This design comes from an exercise in tuning for a short achievable clock period and few clock cycles on the open sky130 flow, not from production work.
In this exercise RTL edits were held to simulation tests only and were not proved equivalent to the original.
Power and IR drop assume default switching activity.

==> flow/design.v <==
module raster2d (
    input  wire        clk,
    input  wire        rst,
    input  wire        host_valid,
    output wire        host_ready,
    input  wire [4:0]  host_slot,
    input  wire [3:0]  host_be,
    input  wire [31:0] host_data,
    input  wire [15:0] cfg_base,
    input  wire [15:0] cfg_pitch,
    output wire        mem_req,
    output wire        mem_we,
    output wire [15:0] mem_addr,
    output wire [7:0]  mem_wdata,
    input  wire        mem_ready,
    input  wire [7:0]  mem_rdata,
    output wire        idle
);
    reg [15:0] base_q, pitch_q, pitch7_q;
    always @(posedge clk) begin
        base_q   <= cfg_base;
        pitch_q  <= cfg_pitch;
        pitch7_q <= {pitch_q[12:0], 3'd0} - pitch_q;
    end
    reg [40:0] q_mem [0:3];
    reg [1:0]  q_rd, q_wr;
    reg [2:0]  q_cnt;
    wire       q_push = host_valid && !q_cnt[2];
    wire       q_pop;
    assign host_ready = !q_cnt[2];
    always @(posedge clk) begin
        if (q_push)
            q_mem[q_wr] <= {host_slot, host_be, host_data};
    end
    always @(posedge clk) begin
        if (rst) begin
            q_rd  <= 2'd0;
            q_wr  <= 2'd0;
            q_cnt <= 3'd0;
        end else begin
            if (q_push) q_wr <= q_wr + 2'd1;
            if (q_pop)  q_rd <= q_rd + 2'd1;
            q_cnt <= q_cnt + (q_push ? 3'd1 : 3'd0) - (q_pop ? 3'd1 : 3'd0);
        end
    end
    wire [40:0] q_head = q_mem[q_rd];
    wire [4:0]  e_slot = q_head[40:36];
    wire [3:0]  e_be   = q_head[35:32];
    wire [31:0] e_data = q_head[31:0];
    reg [15:0] cur_x, cur_y, dest_x, dest_y, err_term, maj_cnt, cmd;
    reg [7:0]  bkgd_color, frgd_color, wrt_mask, rd_mask, color_cmp;
    reg [7:0]  bkgd_mix, frgd_mix;
    reg [11:0] mf_height;
    reg [11:0] clip_t, clip_l, clip_b, clip_r;
    reg [1:0]  mixsel;
    reg        cmp_en, cmp_ne;
    reg [7:0]  mf_latch_lo;
    function [31:0] csa;     
        input [15:0] a, b, c;
        reg   [15:0] s, k;
        begin
            s = a ^ b ^ c;
            k = (a & b) | (a & c) | (b & c);
            csa = {s, k[14:0], 1'b0};
        end
    endfunction
    function [63:0] red18;   
        input [15:0] y;
        input [15:0] p;
        input [15:0] b;
        input [15:0] x;
        reg [287:0] t;
        reg [191:0] l1;
        reg [127:0] l2;
        reg [95:0]  l3;
        reg [63:0]  l4;
        reg [31:0]  r;
        integer n;
        begin
            for (n = 0; n < 16; n = n + 1)
                t[16*n +: 16] = y[n] ? (p << n) : 16'd0;
            t[16*16 +: 16] = b;
            t[16*17 +: 16] = x;
            for (n = 0; n < 6; n = n + 1) begin
                r = csa(t[16*(3*n) +: 16], t[16*(3*n+1) +: 16], t[16*(3*n+2) +: 16]);
                l1[32*n +: 32] = r;
            end
            for (n = 0; n < 4; n = n + 1) begin
                r = csa(l1[16*(3*n) +: 16], l1[16*(3*n+1) +: 16], l1[16*(3*n+2) +: 16]);
                l2[32*n +: 32] = r;
            end
            for (n = 0; n < 2; n = n + 1) begin
                r = csa(l2[16*(3*n) +: 16], l2[16*(3*n+1) +: 16], l2[16*(3*n+2) +: 16]);
                l3[32*n +: 32] = r;
            end
            l3[64 +: 32] = l2[96 +: 32];
            for (n = 0; n < 2; n = n + 1) begin
                r = csa(l3[16*(3*n) +: 16], l3[16*(3*n+1) +: 16], l3[16*(3*n+2) +: 16]);
                l4[32*n +: 32] = r;
            end
            red18 = l4;
        end
    endfunction
    reg [63:0] pc_s1, pd_s1;
    reg [15:0] a_cur, a_dst;
    wire [31:0] pc_r = csa(pc_s1[63:48], pc_s1[47:32], pc_s1[31:16]);
    wire [31:0] pc_r2 = csa(pc_r[31:16], pc_r[15:0], pc_s1[15:0]);
    wire [31:0] pd_r = csa(pd_s1[63:48], pd_s1[47:32], pd_s1[31:16]);
    wire [31:0] pd_r2 = csa(pd_r[31:16], pd_r[15:0], pd_s1[15:0]);
    always @(posedge clk) begin
        pc_s1 <= red18(cur_y, pitch_q, base_q, cur_x);
        pd_s1 <= red18(dest_y, pitch_q, base_q, dest_x);
        a_cur <= pc_r2[31:16] + pc_r2[15:0];
        a_dst <= pd_r2[31:16] + pd_r2[15:0];
    end
    reg  [1:0] stale;      
    wire       fresh = (stale == 2'd0);
    reg        coord_chg;  
    localparam E_IDLE = 2'd0;
    localparam E_PREP = 2'd1;
    localparam E_RUN  = 2'd2;
    reg [1:0]  e_st;
    reg [2:0]  w_cnt;
    wire       eng_free = (e_st == E_IDLE) && (w_cnt == 3'd0);
    reg        k_line, k_rect, k_blt, k_pat, k_radial;
    reg        k_xpos, k_ypos, k_ymaj;
    reg [2:0]  k_dir;
    reg [7:0]  k_bcol, k_fcol, k_wmask, k_rmask, k_ccmp;
    reg [6:0]  k_bmix, k_fmix;
    reg        k_msel3, k_cen, k_cne;
    reg [11:0] k_clt, k_cll, k_clb, k_clr;
    reg        k_needS, k_needD;    
    reg        k_same;              
    reg [15:0] gx, gy, gd, gs, gd_row, gs_row, x0;
    reg [15:0] colm1, col_left;
    reg [11:0] row_left;
    reg [2:0]  ii, jj;
    reg [15:0] k_dp, k_dwrap;
    reg [33:0] lg, k_a, k_am;
    reg [15:0] le, k_err, lcnt;
    reg [15:0] ln_dm, ln_db, ln_xm, ln_xb, ln_ym, ln_yb;
    wire       q_nonempty = (q_cnt != 3'd0);
    wire       is_trig    = (e_slot == 5'd6) && e_be[1];
    wire       fe_ok      = !is_trig || (eng_free && fresh);
    assign     q_pop      = q_nonempty && fe_ok;
    wire       apply      = q_pop;
    wire [15:0] ncmd   = {e_data[15:8], e_be[0] ? e_data[7:0] : cmd[7:0]};
    wire [2:0]  ntype  = ncmd[15:13];
    wire        n_line = (ntype == 3'd1);
    wire        n_rfam = (ntype == 3'd2) || (ntype == 3'd6) || (ntype == 3'd7);
    wire        cmd_go = apply && is_trig && !ncmd[8] &&
                         ((n_line && maj_cnt != 16'd0) ||
                          (n_rfam && maj_cnt != 16'd0 && mf_height != 12'd0));
    function rop_d;    
        input [3:0] m;
        begin
            rop_d = !(m == 4'd1 || m == 4'd2 || m == 4'd4 || m == 4'd7);
        end
    endfunction
    wire n_msel3 = (mixsel == 2'd3);
    wire n_needS = n_msel3 || (frgd_mix[6:5] == 2'd3);
    wire n_needD = (wrt_mask != 8'hFF) || rop_d(frgd_mix[3:0]) ||
                   (n_msel3 && rop_d(bkgd_mix[3:0]));
    wire [15:0] n_hs = ncmd[7] ? {4'd0, mf_height} : (16'd0 - {4'd0, mf_height});
    reg        line_act;
    reg [5:0]  dirty;    
    wire        ge      = !k_radial && !lg[33];
    wire [15:0] sx16    = k_xpos ? 16'd1 : 16'hFFFF;
    wire [15:0] sy16    = k_ypos ? 16'd1 : 16'hFFFF;
    wire        in_clip = !gx[15] && !gy[15] &&
                          ({4'd0, k_cll} <= gx) && (gx <= {4'd0, k_clr}) &&
                          ({4'd0, k_clt} <= gy) && (gy <= {4'd0, k_clb});
    wire        gen_adv = (e_st == E_RUN) && (w_cnt != 3'd4);
    wire        alloc   = gen_adv && in_clip;
    wire        l_last  = (lcnt == 16'd0);
    wire        c_last  = (col_left == 16'd0);
    wire        r_last  = (row_left == 12'd0);
    wire        g_last  = k_line ? l_last : (c_last && r_last);
    wire        iwrap   = k_xpos ? (ii == 3'd7) : (ii == 3'd0);
    wire        jwrap   = k_ypos ? (jj == 3'd7) : (jj == 3'd0);
    wire [15:0] l_x_nx  = gx + (ge ? ln_xb : ln_xm);
    wire [15:0] l_y_nx  = gy + (ge ? ln_yb : ln_ym);
    wire [15:0] l_e_nx  = ge ? lg[15:0] : (le + k_a[15:0]);
    wire        wb_line = gen_adv && k_line && l_last;
    wire [15:0] p_dst = gd;
    wire [15:0] p_src = (k_line || k_rect) ? gd : gs;
    reg [3:0]  w_v;         
    reg [3:0]  w_is, w_id;  
    reg [3:0]  w_ws, w_wd;  
    reg [3:0]  w_hz;        
    reg [15:0] w_dst [0:3];
    reg [15:0] w_src [0:3];
    reg [7:0]  w_sv  [0:3];
    reg [7:0]  w_dv  [0:3];
    reg [1:0]  ap, hp, rp;
    reg        rt_v, rt_fs, rt_fd;
    reg [1:0]  rt_idx;
    wire n_rs = k_needS && !k_same;
    wire n_rd = k_needD || (k_same && k_needS);
    reg  n_hz;
    integer hk;
    always @(*) begin
        n_hz = 1'b0;
        for (hk = 0; hk < 4; hk = hk + 1)
            if (w_v[hk] && ((n_rs && w_dst[hk] == p_src) || (n_rd && w_dst[hk] == p_dst)))
                n_hz = 1'b1;
    end
    wire [7:0] h_sv  = w_sv[hp];
    wire [7:0] h_dv  = w_dv[hp];
    wire       h_fg  = k_msel3 ? ((h_sv & k_rmask) != 8'd0) : 1'b1;
    wire [6:0] h_mix = h_fg ? k_fmix : k_bmix;
    reg  [7:0] h_s;
    always @(*) begin
        case (h_mix[6:5])
            2'd0:    h_s = k_bcol;
            2'd1:    h_s = k_fcol;
            2'd2:    h_s = 8'h00;
            default: h_s = h_sv;
        endcase
    end
    function [7:0] rop;
        input [3:0] mode;
        input [7:0] d;
        input [7:0] s;
        begin
            case (mode)
                4'd0:  rop = ~d;
                4'd1:  rop = 8'h00;
                4'd2:  rop = 8'hFF;
                4'd3:  rop = d;
                4'd4:  rop = ~s;
                4'd5:  rop = s ^ d;
                4'd6:  rop = ~(s ^ d);
                4'd7:  rop = s;
                4'd8:  rop = ~s | ~d;
                4'd9:  rop = d | ~s;
                4'd10: rop = ~d | s;
                4'd11: rop = s | d;
                4'd12: rop = s & d;
                4'd13: rop = s & ~d;
                4'd14: rop = ~s & d;
                default: rop = ~s & ~d;
            endcase
        end
    endfunction
    wire [7:0] h_val  = (rop(h_mix[3:0], h_dv, h_s) & k_wmask) | (h_dv & ~k_wmask);
    wire       h_eq   = ((h_s ^ k_ccmp) & k_rmask) == 8'd0;
    wire       h_skip = k_cen && (k_cne ? !h_eq : h_eq);
    wire       h_rdy  = w_v[hp] && !w_ws[hp] && !w_wd[hp];
    reg        o_v, o_we, o_fs, o_fd;
    reg [15:0] o_addr;
    reg [7:0]  o_wd;
    reg [1:0]  o_idx;
    reg        s_v, s_we, s_fs, s_fd;
    reg [15:0] s_addr;
    reg [7:0]  s_wd;
    reg [1:0]  s_idx;
    wire push_ok = !s_v;
    wire do_wr   = h_rdy && !h_skip && push_ok;
    wire retire  = h_rdy && (h_skip || push_ok);
    wire r_pend  = w_is[rp] || w_id[rp];
    wire rd_av   = w_v[rp] && r_pend && (!w_hz[rp] || rp == hp);
    wire do_rd   = rd_av && push_ok && !do_wr;
    wire rd_src  = w_is[rp];
    wire rp_adv  = w_v[rp] && (!r_pend || (do_rd && !(w_is[rp] && w_id[rp])));
    wire        n_v    = do_wr || do_rd;
    wire        n_we   = do_wr;
    wire [15:0] n_addr = do_wr ? w_dst[hp] : (rd_src ? w_src[rp] : w_dst[rp]);
    wire [7:0]  n_wd   = h_val;
    wire [1:0]  n_idx  = rp;
    wire        n_fs   = rd_src || k_same;
    wire        n_fd   = !rd_src;
    wire pop = o_v && mem_ready;
    wire o_load = !o_v || pop;
    assign mem_req   = o_v;
    assign mem_we    = o_we;
    assign mem_addr  = o_addr;
    assign mem_wdata = o_wd;
    always @(posedge clk) begin
        if (rst) begin
            o_v <= 1'b0;
            s_v <= 1'b0;
            rt_v <= 1'b0;
        end else begin
            rt_v <= pop && !o_we;
            if (o_load) begin
                if (s_v) begin
                    o_v <= 1'b1;
                    s_v <= 1'b0;
                end else begin
                    o_v <= n_v;
                end
            end else if (n_v) begin
                s_v <= 1'b1;
            end
        end
        rt_idx <= o_idx;
        rt_fs  <= o_fs;
        rt_fd  <= o_fd;
        if (o_load) begin
            if (s_v) begin
                o_we <= s_we; o_addr <= s_addr; o_wd <= s_wd;
                o_idx <= s_idx; o_fs <= s_fs; o_fd <= s_fd;
            end else begin
                o_we <= n_we; o_addr <= n_addr; o_wd <= n_wd;
                o_idx <= n_idx; o_fs <= n_fs; o_fd <= n_fd;
            end
        end
        if (!s_v) begin
            s_we <= n_we; s_addr <= n_addr; s_wd <= n_wd;
            s_idx <= n_idx; s_fs <= n_fs; s_fd <= n_fd;
        end
    end
    always @(posedge clk) begin
        if (alloc) begin
            w_dst[ap] <= p_dst;
            w_src[ap] <= p_src;
        end
        if (rt_v) begin
            if (rt_fs) w_sv[rt_idx] <= mem_rdata;
            if (rt_fd) w_dv[rt_idx] <= mem_rdata;
        end
    end
    always @(posedge clk) begin
        if (rst) begin
            w_v <= 4'd0; w_is <= 4'd0; w_id <= 4'd0; w_ws <= 4'd0; w_wd <= 4'd0;
            w_hz <= 4'd0;
            ap <= 2'd0; hp <= 2'd0; rp <= 2'd0;
            w_cnt <= 3'd0;
        end else begin
            w_cnt <= w_cnt + (alloc ? 3'd1 : 3'd0) - (retire ? 3'd1 : 3'd0);
            if (retire) begin
                w_v[hp] <= 1'b0;
                hp <= hp + 2'd1;
            end
            if (do_rd) begin
                if (rd_src) w_is[rp] <= 1'b0;
                else        w_id[rp] <= 1'b0;
            end
            if (rp_adv) rp <= rp + 2'd1;
            if (rt_v) begin
                if (rt_fs) w_ws[rt_idx] <= 1'b0;
                if (rt_fd) w_wd[rt_idx] <= 1'b0;
            end
            if (alloc) begin
                w_v[ap]  <= 1'b1;
                w_is[ap] <= n_rs;
                w_id[ap] <= n_rd;
                w_ws[ap] <= k_needS;
                w_wd[ap] <= k_needD || (k_same && k_needS);
                w_hz[ap] <= n_hz;
                ap <= ap + 2'd1;
            end
        end
    end
    always @(*) begin
        coord_chg = wb_line || (cmd_go && n_rfam) ||
                    (apply && (e_slot == 5'd0 || e_slot == 5'd1 ||
                               e_slot == 5'd2 || e_slot == 5'd3));
    end
    wire [15:0] radial_uy_p = (k_dir == 3'd0 || k_dir == 3'd4) ? 16'd0 : k_dp;
    reg  [15:0] radial_ux;
    always @(*) begin
        case (k_dir)
            3'd0, 3'd1, 3'd7: radial_ux = 16'd1;
            3'd2, 3'd6:       radial_ux = 16'd0;
            default:          radial_ux = 16'hFFFF;
        endcase
    end
    wire [15:0] radial_uy = (k_dir == 3'd0 || k_dir == 3'd4) ? 16'd0 : sy16;
    always @(posedge clk) begin
        if (rst) begin
            cur_x <= 16'd0; cur_y <= 16'd0; dest_x <= 16'd0; dest_y <= 16'd0;
            err_term <= 16'd0; maj_cnt <= 16'd0; cmd <= 16'd0;
            bkgd_color <= 8'd0; frgd_color <= 8'd0; wrt_mask <= 8'd0;
            rd_mask <= 8'd0; color_cmp <= 8'd0; bkgd_mix <= 8'd0; frgd_mix <= 8'd0;
            mf_height <= 12'd0; clip_t <= 12'd0; clip_l <= 12'd0;
            clip_b <= 12'd0; clip_r <= 12'd0; mixsel <= 2'd0;
            cmp_en <= 1'b0; cmp_ne <= 1'b0; mf_latch_lo <= 8'd0;
            e_st <= E_IDLE;
            line_act <= 1'b0;
            dirty <= 6'd0;
            stale <= 2'b11;
        end else begin
            stale <= {stale[0], coord_chg};
            case (e_st)
                E_PREP: begin
                    lg <= {{18{k_err[15]}}, k_err} + k_am;
                    le <= k_err;
                    if (k_radial) begin
                        ln_xm <= radial_ux;  ln_xb <= radial_ux;
                        ln_ym <= radial_uy;  ln_yb <= radial_uy;
                        ln_dm <= radial_ux + radial_uy_p;
                        ln_db <= radial_ux + radial_uy_p;
                    end else begin
                        ln_xm <= k_ymaj ? 16'd0 : sx16;
                        ln_ym <= k_ymaj ? sy16 : 16'd0;
                        ln_xb <= sx16;
                        ln_yb <= sy16;
                        ln_dm <= k_ymaj ? k_dp : sx16;
                        ln_db <= k_dp + sx16;
                    end
                    k_dwrap <= k_ypos ? (16'd0 - pitch7_q) : pitch7_q;
                    e_st <= E_RUN;
                end
                E_RUN: if (gen_adv) begin
                    if (k_line) begin
                        gx   <= l_x_nx;
                        gy   <= l_y_nx;
                        gd   <= gd + (ge ? ln_db : ln_dm);
                        lg   <= lg + (ge ? k_am : k_a);
                        le   <= l_e_nx;
                        lcnt <= lcnt - 16'd1;
                        if (l_last) e_st <= E_IDLE;
                    end else if (c_last) begin
                        col_left <= colm1;
                        row_left <= row_left - 12'd1;
                        gx     <= x0;
                        gy     <= gy + sy16;
                        gd     <= gd_row + k_dp;
                        gd_row <= gd_row + k_dp;
                        ii     <= 3'd0;
                        jj     <= jj + sy16[2:0];
                        if (k_pat) begin
                            gs     <= gs_row + (jwrap ? k_dwrap : k_dp);
                            gs_row <= gs_row + (jwrap ? k_dwrap : k_dp);
                        end else begin
                            gs     <= gs_row + k_dp;
                            gs_row <= gs_row + k_dp;
                        end
                        if (r_last) e_st <= E_IDLE;
                    end else begin
                        col_left <= col_left - 16'd1;
                        gx <= gx + sx16;
                        gd <= gd + sx16;
                        ii <= ii + sx16[2:0];
                        if (k_pat && iwrap)
                            gs <= gs + (k_xpos ? 16'hFFF9 : 16'd7);
                        else
                            gs <= gs + sx16;
                    end
                end
                default: ;
            endcase
            if (cmd_go) begin
                k_line   <= n_line;
                k_rect   <= (ntype == 3'd2);
                k_blt    <= (ntype == 3'd6);
                k_pat    <= (ntype == 3'd7);
                k_radial <= ncmd[3];
                k_xpos   <= ncmd[5];
                k_ypos   <= ncmd[7];
                k_ymaj   <= ncmd[6];
                k_dir    <= ncmd[7:5];
                k_bcol   <= bkgd_color;
                k_fcol   <= frgd_color;
                k_wmask  <= wrt_mask;
                k_rmask  <= rd_mask;
                k_ccmp   <= color_cmp;
                k_bmix   <= bkgd_mix[6:0];
                k_fmix   <= frgd_mix[6:0];
                k_msel3  <= n_msel3;
                k_cen    <= cmp_en;
                k_cne    <= cmp_ne;
                k_clt    <= clip_t;
                k_cll    <= clip_l;
                k_clb    <= clip_b;
                k_clr    <= clip_r;
                k_needS  <= n_needS;
                k_needD  <= n_needD;
                k_same   <= n_line || (ntype == 3'd2);
                k_dp     <= ncmd[7] ? pitch_q : (16'd0 - pitch_q);
                k_err    <= err_term;
                k_a      <= {{18{dest_y[15]}}, dest_y};
                k_am     <= {{18{dest_y[15]}}, dest_y} - {18'd0, maj_cnt};
                lcnt     <= maj_cnt;
                colm1    <= maj_cnt - 16'd1;
                col_left <= maj_cnt - 16'd1;
                row_left <= mf_height - 12'd1;
                ii       <= 3'd0;
                jj       <= 3'd0;
                if (n_line || ntype == 3'd2) begin
                    gx <= cur_x; gy <= cur_y; x0 <= cur_x;
                    gd <= a_cur; gd_row <= a_cur;
                end else begin
                    gx <= dest_x; gy <= dest_y; x0 <= dest_x;
                    gd <= a_dst; gd_row <= a_dst;
                end
                gs <= a_cur; gs_row <= a_cur;
                e_st <= E_PREP;
                line_act <= n_line;
                dirty <= 6'd0;
            end
            if (wb_line) begin
                line_act <= 1'b0;
                if (!dirty[0]) cur_x[7:0]  <= l_x_nx[7:0];
                if (!dirty[1]) cur_x[15:8] <= l_x_nx[15:8];
                if (!dirty[2]) cur_y[7:0]  <= l_y_nx[7:0];
                if (!dirty[3]) cur_y[15:8] <= l_y_nx[15:8];
                if (!k_radial) begin
                    if (!dirty[4]) err_term[7:0]  <= l_e_nx[7:0];
                    if (!dirty[5]) err_term[15:8] <= l_e_nx[15:8];
                end
            end
            if (cmd_go && n_rfam) begin
                cur_y <= cur_y + n_hs;
                if (ntype != 3'd2) dest_y <= dest_y + n_hs;
            end
            if (apply) begin
                if (line_act && !wb_line) begin
                    if (e_slot == 5'd0) dirty[1:0] <= dirty[1:0] | e_be[1:0];
                    if (e_slot == 5'd1) dirty[3:2] <= dirty[3:2] | e_be[1:0];
                    if (e_slot == 5'd4) dirty[5:4] <= dirty[5:4] | e_be[1:0];
                end
                case (e_slot)
                    5'd0: begin
                        if (e_be[0]) cur_x[7:0]  <= e_data[7:0];
                        if (e_be[1]) cur_x[15:8] <= e_data[15:8];
                    end
                    5'd1: begin
                        if (e_be[0]) cur_y[7:0]  <= e_data[7:0];
                        if (e_be[1]) cur_y[15:8] <= e_data[15:8];
                    end
                    5'd2: begin
                        if (e_be[0]) dest_x[7:0]  <= e_data[7:0];
                        if (e_be[1]) dest_x[15:8] <= e_data[15:8];
                    end
                    5'd3: begin
                        if (e_be[0]) dest_y[7:0]  <= e_data[7:0];
                        if (e_be[1]) dest_y[15:8] <= e_data[15:8];
                    end
                    5'd4: begin
                        if (e_be[0]) err_term[7:0]  <= e_data[7:0];
                        if (e_be[1]) err_term[15:8] <= e_data[15:8];
                    end
                    5'd5: begin
                        if (e_be[0]) maj_cnt[7:0]  <= e_data[7:0];
                        if (e_be[1]) maj_cnt[15:8] <= e_data[15:8];
                    end
                    5'd6: begin
                        if (e_be[0]) cmd[7:0]  <= e_data[7:0];
                        if (e_be[1]) cmd[15:8] <= e_data[15:8];
                    end
                    5'd8:  if (e_be[0]) bkgd_color <= e_data[7:0];
                    5'd9:  if (e_be[0]) frgd_color <= e_data[7:0];
                    5'd10: if (e_be[0]) wrt_mask   <= e_data[7:0];
                    5'd11: if (e_be[0]) rd_mask    <= e_data[7:0];
                    5'd12: if (e_be[0]) color_cmp  <= e_data[7:0];
                    5'd13: if (e_be[0]) bkgd_mix   <= e_data[7:0];
                    5'd14: if (e_be[0]) frgd_mix   <= e_data[7:0];
                    5'd15: begin
                        if (e_be[0]) mf_latch_lo <= e_data[7:0];
                        if (e_be[1]) begin
                            case (e_data[15:12])
                                4'h0: mf_height <= {e_data[11:8], e_be[0] ? e_data[7:0] : mf_latch_lo};
                                4'h1: clip_t    <= {e_data[11:8], e_be[0] ? e_data[7:0] : mf_latch_lo};
                                4'h2: clip_l    <= {e_data[11:8], e_be[0] ? e_data[7:0] : mf_latch_lo};
                                4'h3: clip_b    <= {e_data[11:8], e_be[0] ? e_data[7:0] : mf_latch_lo};
                                4'h4: clip_r    <= {e_data[11:8], e_be[0] ? e_data[7:0] : mf_latch_lo};
                                4'hA: mixsel    <= e_be[0] ? e_data[7:6] : mf_latch_lo[7:6];
                                4'hE: begin
                                    cmp_en <= e_data[8];
                                    cmp_ne <= e_be[0] ? e_data[7] : mf_latch_lo[7];
                                end
                                default: ;
                            endcase
                        end
                    end
                    default: ;
                endcase
            end
        end
    end
    assign idle = !q_nonempty && (e_st == E_IDLE) && (w_cnt == 3'd0) && !o_v && !s_v;
endmodule
==> flow/run.sh <==
#!/bin/bash
# synth_recipe.tcl (not shown) runs the flow's synth.tcl, then flattens the netlist and writes it again
# the make line also repeats each setting of config.mk as NAME=value (left out here)
make -C /OpenROAD-flow-scripts/flow DESIGN_CONFIG=/design/flow/config.mk WORK_HOME=/design/flow/orfs CLKGATE_MAP_FILE= SYNTH_SCRIPT=/design/flow/synth_recipe.tcl finish
==> flow/config.mk <==
export PLATFORM = sky130hd
export DESIGN_NAME = raster2d
export DESIGN_NICKNAME = raster2d
export VERILOG_FILES = /design/flow/design.v
export SDC_FILE = /design/flow/constraint.sdc
export NUM_CORES = 4
export LEC_CHECK = 0
export CAP_MARGIN = 20
export CORE_MARGIN = 2
export CORE_UTILIZATION = 40
export SLEW_MARGIN = 20
==> flow/constraint.sdc <==
create_clock -name core_clock -period 13.0 [get_ports {clk}]
set_input_delay 2.6000 -clock core_clock [delete_from_list [all_inputs] [get_ports {clk}]]
set_output_delay 2.6000 -clock core_clock [all_outputs]
set_load 0.01 [all_outputs]
==> notes.md <==
-- per-stage QoR --
| stage | total power, W | util [%] | cell area [sq um] |
|---|---|---|---|
| 2_1_floorplan | 0.005854 | - | 75070 |
| 6_report | 0.01096 | 44.90 | 84050 |
| 5_1_grt | 0.01136 | 44.90 | 84050 |
| 3_5_place_dp | 0.006691 | 42.19 | 78980 |
| 4_1_cts | 0.01105 | 44.89 | 84040 |
| 3_3_place_gp | 0.006666 | 42.16 | 78930 |
-- per-layer routing --
layer	global-route usage [%]	vias to the layer above	part of all wire, %
li1	-	25230	-
met1	29.89	26170	44
met2	36.68	1609	47
met3	3.004	346	5.8
met4	8.109	0	3.7
met5	0	-	0
-- path summary, 6_finish.rpt --
check,from,to,slack (ns),cells after the start
hold reg to reg,o_fs,rt_fs,0.32,0
hold / removal,o_fs,rt_fs,0.32,0
setup / recovery,register,cur_y[14],6.08,22
setup reg to reg,register,cur_y[14],6.08,22
-- logic make-up (layout without fill, tap and decap cells) --
group / Yosys count / count (layout)
fa+ha+maj: 745 / 745
mux: 344 / 344
other cells: 0 / 1
buf+inv: 753 / 928
simple gates: 1990 / 1990
xor+xnor: 581 / 581
flops: 1285 / 1285
compound gates: 1378 / 1378
-- synth_stat cells (163+ instances only) --
cell type | instances | area [sq um]
clkbuf_1 | 259 | 972.2
nand2_1 | 685 | 2571
xnor2_1 | 417 | 3652
nor2_1 | 626 | 2350
fa_1 | 235 | 4705
xor2_1 | 163 | 1428
ha_1 | 509 | 6369
a21oi_1 | 421 | 2107
edfxtp_1 | 776 | 23300
dfxtp_1 | 509 | 10190
mux2i_1 | 188 | 1882
o21ai_0 | 321 | 1607
inv_1 | 448 | 1682
-- layout make-up --
cell class	count	area, sq um	area share (%)
Multi-Input combinational cell	5038	38860	46.24
Antenna cell	1	2.502	0.002977
Clock buffer	198	4232	5.035
Clock inverter	77	834.6	0.9929
Timing Repair Buffer	203	1813	2.157
Inverter	450	1689	2.010
Tap cell	2495	3122	3.714
Sequential cell	1285	33500	39.85
-- placed cells by master (no fill, tap or decap), types with 74 or more instances in the layout --
cell,n
edfxtp_1,776
nand2_1,683
nor2_1,618
ha_1,509
dfxtp_1,506
inv_1,445
a21oi_1,419
xnor2_1,417
o21ai_0,321
fa_1,235
mux2i_1,187
xor2_1,163
clkbuf_16,156
and2_1,147
buf_4,105
nor3_1,98
a211oi_1,96
clkdlybuf4s50_1,93
mux4_2,90
o21bai_1,74
-- state kept, by name (all words and copies together) (netlist names), 18 cells and up, named ones only --
register  flops
q_mem        92
w_dst        64
w_src        64
pc_s1        56
pd_s1        56
lg           34
w_dv         32
w_sv         32
k_am         18
-- worst max-delay path, stage by stage, from the launching register on --
cell and delay [ns]:
dfxtp_1 0.31, buf_4 0.41, mux4_2 0.90, nand2_1 0.24, o21a_1 0.14, buf_4 0.29
clkinv_1 0.87, nor2_1 0.36, xor2_1 0.24, ha_1 0.31, a21o_1 0.19, a21oi_1 0.22
o21bai_1 0.09, a21oi_1 0.22, nor2b_1 0.07, o21a_1 0.18, o21a_1 0.20, o21a_1 0.19
o41ai_1 0.49, o211ai_1 0.20, xnor2_1 0.16, a221o_1 0.34, a21oi_1 0.15
-- power by group --
group | total, W | switching [W] | internal [W]
Clock | 0.00434 | 0.00178 | 0.00256
Sequential | 0.00470 | 0.000166 | 0.00453
Combinational | 0.00192 | 0.00130 | 0.000623
==> notes.md <==
vias 53360; leakage 32.57 nW; Final TNS setup 0 ns; status no timing/DRC/antenna violations; vias per cell 5.474; # setup viols final 0; port bufs 94; Hold Crit Class reg2reg; Synth Flop Type edfxtp_1; CTS tree done; final hold slack 0.3248 ns; Fill cells 17410; DRC 0; actual slew at the worst max-slew pin 1.188 ns; post-CTS setup buffers 0; Netlist cell types 96; Setup Crit Path Kind reg2reg; cell area after synthesis 75070 sq um; Layout area overhead 11.96%; clock-pin slew of the registers on the worst-case setup and hold paths 0.06 ns; starting density of the core 40.10%; combinational family with the most area after synthesis adder cells; multiplexer share of the synthesized area 6.197%; count of hold-fix buffers inserted at cts 0; final non-filler cell total 9747; Cells after Synth 7076; Row Count 159; CP required 13.71 ns; Final ANT Viol Nets 0; f_max 144.6 MHz; critical path peak fanout 24; pwr/cell area 130.4 nW/um^2; total wire length 214700 um; dpl cells 9471; Post-synth EDFFs 776; Compound-Gate Fraction of Synth Area 11.60%; post-route setup slack 6.084 ns; GRT Overall Usage 22.26%; Routed WL per cell 22.03 um; die width 437.2 um; syn avg cell area 10.61 sq um; RSZ-0062 raised after global routing false; Final Skew 0.03228 ns; CP Capture Type register; die area 191200 sq um; Final Cycle Share 53.20%; post-synth net total 7905; Clock Latency Late Sink 0.81 ns; Post-CTS Resized 0; pre-CTS WS 6.138 ns; Die Y 437.2 um; core region area 187200 sq um; IO Pins 113; number of synthesis warnings 1; vias in the first global route 53100; CTS Sinks 1285; Hold Fails Final Rpt 0; global-route wire length before repair 326300 um; Final Max Slew Viols 0; initial drt markers 4156; clock tree buffer depth 3; post-synthesis simple-gate area fraction 12.22%; total CTS buffers 149; drt pass-1 iters 6; layout cell share with drive strength beyond 1 7.751%; htree depth 4; xor and xnor area share after synthesis 6.797%; detailed placement HPWL 152800 um; initial antenna violation count 2; global route overflow 0; Clk Tree Root Cell clkbuf_16; Async SR Flop Fraction 0%; Max VDD drop 0.1919 mV; Yosys reg bits 1285; sequential cell area fraction in the yosys report 44.61%; adder-cell share of the synthesized area 14.77%; Critical Path Source Type register; largest net degree at the start of global routing 171; worst path arrival time 7.63 ns; worst relative slew slack 18.57%; Final nets 7956; min Tclk post-route 6.916 ns; Max Cap Viol 0; routability cong. 0.8989
Testbench counts, summed over its fixed seeds: cycles 136,847.

[port drivers added, routing unchanged]
The flow's constraints put no driver on any port. The routed layout listed below was extracted and timed again, unchanged, in two steps. Step 1: set_driving_cell puts a clkbuf_16 on clk and a buf_2 on each other input, an assumption about the parent block. Step 2 times the ports against the registers' clock, not the clock port: input delays grow and output delays shrink by t, the midpoint of the rising clock arrivals with the driver on. Slacks: ideal ports / drivers / drivers and shift; pairs: ideal ports / drivers.
t, ns: 0.881
slack for setup (ns): 6.084 / 6.084 / 6.084
clock arrival spread, ns: 0.035 / 0.035
slew at the worst register clock pin (ns): 0.06 / 0.06
pins driven straight from the clock port: 1
After both steps this run still meets setup and hold. For this run, drivers alone change the setup slack by 0.000 ns; drivers and shift together by 0.000 ns.
